This is an optimization exercise on Yosys and OpenROAD, whose aim is small area, not a production implementation. Function was checked by simulation only, so behaviour that the tests miss may differ from the original. Power figures rest on the tool's default switching activity, not on a simulated workload.

// icsp_core
module icsp_core (
    input  wire        clk,
    input  wire        rst,
    input  wire        host_we,
    input  wire [3:0]  host_addr,
    input  wire [31:0] host_wdata,
    output reg  [31:0] host_rdata,
    output wire        busy,
    output wire [1:0]  rst_lvl,
    output wire        pwr,
    output wire        dat_o,
    output wire        dat_oe,
    input  wire        dat_i,
    output wire        clk_o,
    output wire        clk_oe,
    output reg         act,
    output reg  [15:0] reg_idx,
    input  wire        reg_end,
    input  wire [15:0] reg_id,
    input  wire [31:0] reg_prog_size,
    input  wire [31:0] reg_cfg_start,
    input  wire [31:0] reg_cfg_size,
    input  wire [31:0] reg_data_start,
    input  wire [31:0] reg_data_size,
    input  wire [31:0] reg_rsv_words,
    input  wire [15:0] reg_cfg_save,
    input  wire [7:0]  reg_prog_ftype,
    input  wire [7:0]  reg_data_ftype,
    output wire        resp_valid,
    input  wire        resp_ready,
    output wire [31:0] resp_data,
    output wire        resp_last,
    output wire        resp_done
);
    localparam [31:0] DEF_PROG_END   = 32'h0000_07FF;
    localparam [31:0] DEF_CFG_START  = 32'h0000_2000;
    localparam [31:0] DEF_CFG_END    = 32'h0000_2007;
    localparam [31:0] DEF_DATA_START = 32'h0000_2100;
    localparam [31:0] DEF_DATA_END   = 32'h0000_217F;
    localparam [31:0] DEF_RSV_START  = 32'h0000_0800;
    localparam [1:0] M_OFF = 2'd0, M_PROG = 2'd1, M_CFG = 2'd2;
    localparam [2:0] CST_OK = 3'd1, CST_ILLEGAL = 3'd2, CST_IDENT = 3'd3, CST_NOTDET = 3'd4;
    localparam [1:0] DET_IDENT = 2'd1, DET_NOTPRES = 2'd2, DET_UNID = 2'd3;
    localparam [2:0] OP_ENTER = 3'd0, OP_EXIT = 3'd1, OP_CMD = 3'd2,
                     OP_SIMPLE = 3'd3, OP_WRITE = 3'd4, OP_READ = 3'd5;
    localparam [4:0]
        S_IDLE       = 5'd0,
        S_DECODE     = 5'd1,
        S_END        = 5'd2,
        S_RAW_W      = 5'd3,
        S_PM_W       = 5'd4,
        S_SP_START   = 5'd5,
        S_SP_EXIT_W  = 5'd6,
        S_SP_ENTER   = 5'd7,
        S_SP_ENTER_W = 5'd8,
        S_SP_LOAD    = 5'd9,
        S_SP_LOAD_W  = 5'd10,
        S_SP_ADV     = 5'd11,
        S_SP_INC_W   = 5'd12,
        S_SP_READ_W  = 5'd13,
        S_RW_DONE    = 5'd14,
        S_RR_CHECK   = 5'd15,
        S_RR_BEAT    = 5'd16,
        S_RR_ACT     = 5'd17,
  ...
clock: 10.0 ns
lec_check: 0
cap_margin: 20
core_margin: 2
core_utilization: 59
slew_margin: 20
standard.sh (not shown) runs the stock make flow with config.mk's settings and CLKGATE_MAP_FILE= SYNTH_SCRIPT=/design/flow/synth_recipe.tcl, a recipe that flattens the netlist after the stock synthesis.
==> flow/flow/run.sh <==
#!/bin/bash
# Layout flow: the standard flow (standard.sh) with these changes:
# - synthesis: ORFS's final ABC mapping runs from flow/abc_area.script (a
#   delay-bounded, area-recovering mapping) instead of the speed script, and
#   adders are left to ABC instead of being mapped to full/half-adder cells.
#   Registers are mapped before ABC, so they match the standard synthesis.
# - every port still gets its own buffer, but a sky130_fd_sc_hd__buf_1;
# - clock tree: clkbuf_8 buffers on clusters of up to 14 sinks, no dummy loads.
set -euo pipefail
W=$(pwd)
export BUFFER_PORTS_ARGS="-buffer_cell sky130_fd_sc_hd__buf_1"
export CTS_ARGS="-sink_clustering_enable -sink_clustering_size 14 -sink_clustering_max_diameter 60 -repair_clock_nets -dont_use_dummy_load -buf_list {sky130_fd_sc_hd__clkbuf_8}"
bash standard.sh SYNTH_SCRIPT="$W/flow/synth_area.tcl" ADDER_MAP_FILE= > "$W/standard.log" 2>&1
==> flow/flow/abc_area.script <==
strash
dch
map -D 6500
strash
dch
map -D 6500
topo
==> flow/flow/synth_area.tcl <==
# The standard flow's synthesis (synth_recipe.tcl, one folder up) with the final ABC
# mapping run from an area-oriented script instead of ORFS's speed script.
# Registers are mapped before ABC runs, so they are the same as the standard flow's.
set here [file dirname [file normalize [info script]]]
set ::area_abc_script [file join $here abc_area.script]
proc abc {args} {
  set i [lsearch -exact $args -script]
  if { $i >= 0 } {
    lset args [expr { $i + 1 }] $::area_abc_script
  }
  puts "area abc: $args"
  yosys abc {*}$args
}
source [file join [file dirname $here] synth_recipe.tcl]
The starting point finished with timing, DRC and antenna clean.
Next try:
==> flow/flow/abc_area.script (replaced) <==
strash
dch
map -D 6000
strash
dch
map -D 6000
topo
--- a/flow/config.mk
+++ b/flow/config.mk
@@ -8,4 +8,4 @@
 export CAP_MARGIN = 20
 export CORE_MARGIN = 2
-export CORE_UTILIZATION = 59
+export CORE_UTILIZATION = 50
 export SLEW_MARGIN = 20
Design area went up by about 0.8%.
Sequential cell count stays the same.
Worst hold slack improves by 0.011 ns.
Combinational power went up by about 3%.
Sequential share of layout area went down by 0.27 points.
Setup slack improves by 0.38 ns.
Clock skew went down by 0.010 ns.
Clock-buffer cell count went up by 3.

-- port drivers added, routing unchanged --
In the flow no input, the clock included, has a driving cell. The finished layouts below were timed again as built, in two steps.
Step 1 (the two cells are an assumption about what drives the block):
set clk [get_ports {clk}]
set_driving_cell -lib_cell sky130_fd_sc_hd__clkbuf_16 $clk
set_driving_cell -lib_cell sky130_fd_sc_hd__buf_2 [delete_from_list [all_inputs] $clk]
Step 2 times the ports against the registers' clock, not the clock port: input delays grow and output delays shrink by t, the midpoint of the rising clock arrivals with the driver on.
Three values: no drivers, after step 1, after step 2; two values: the first two.
| run | t (ns) | slack for setup (ns) | worst hold slack (ns) |
|---|---|---|---|
| the first run | 0.721 | 0.541 / 0.541 / 0.541 | 0.445 / 0.445 / 0.445 |
| the second run | 0.724 | 0.924 / 0.924 / 0.924 | 0.456 / 0.456 / 0.456 |
After both steps setup and hold are still met in every run listed.
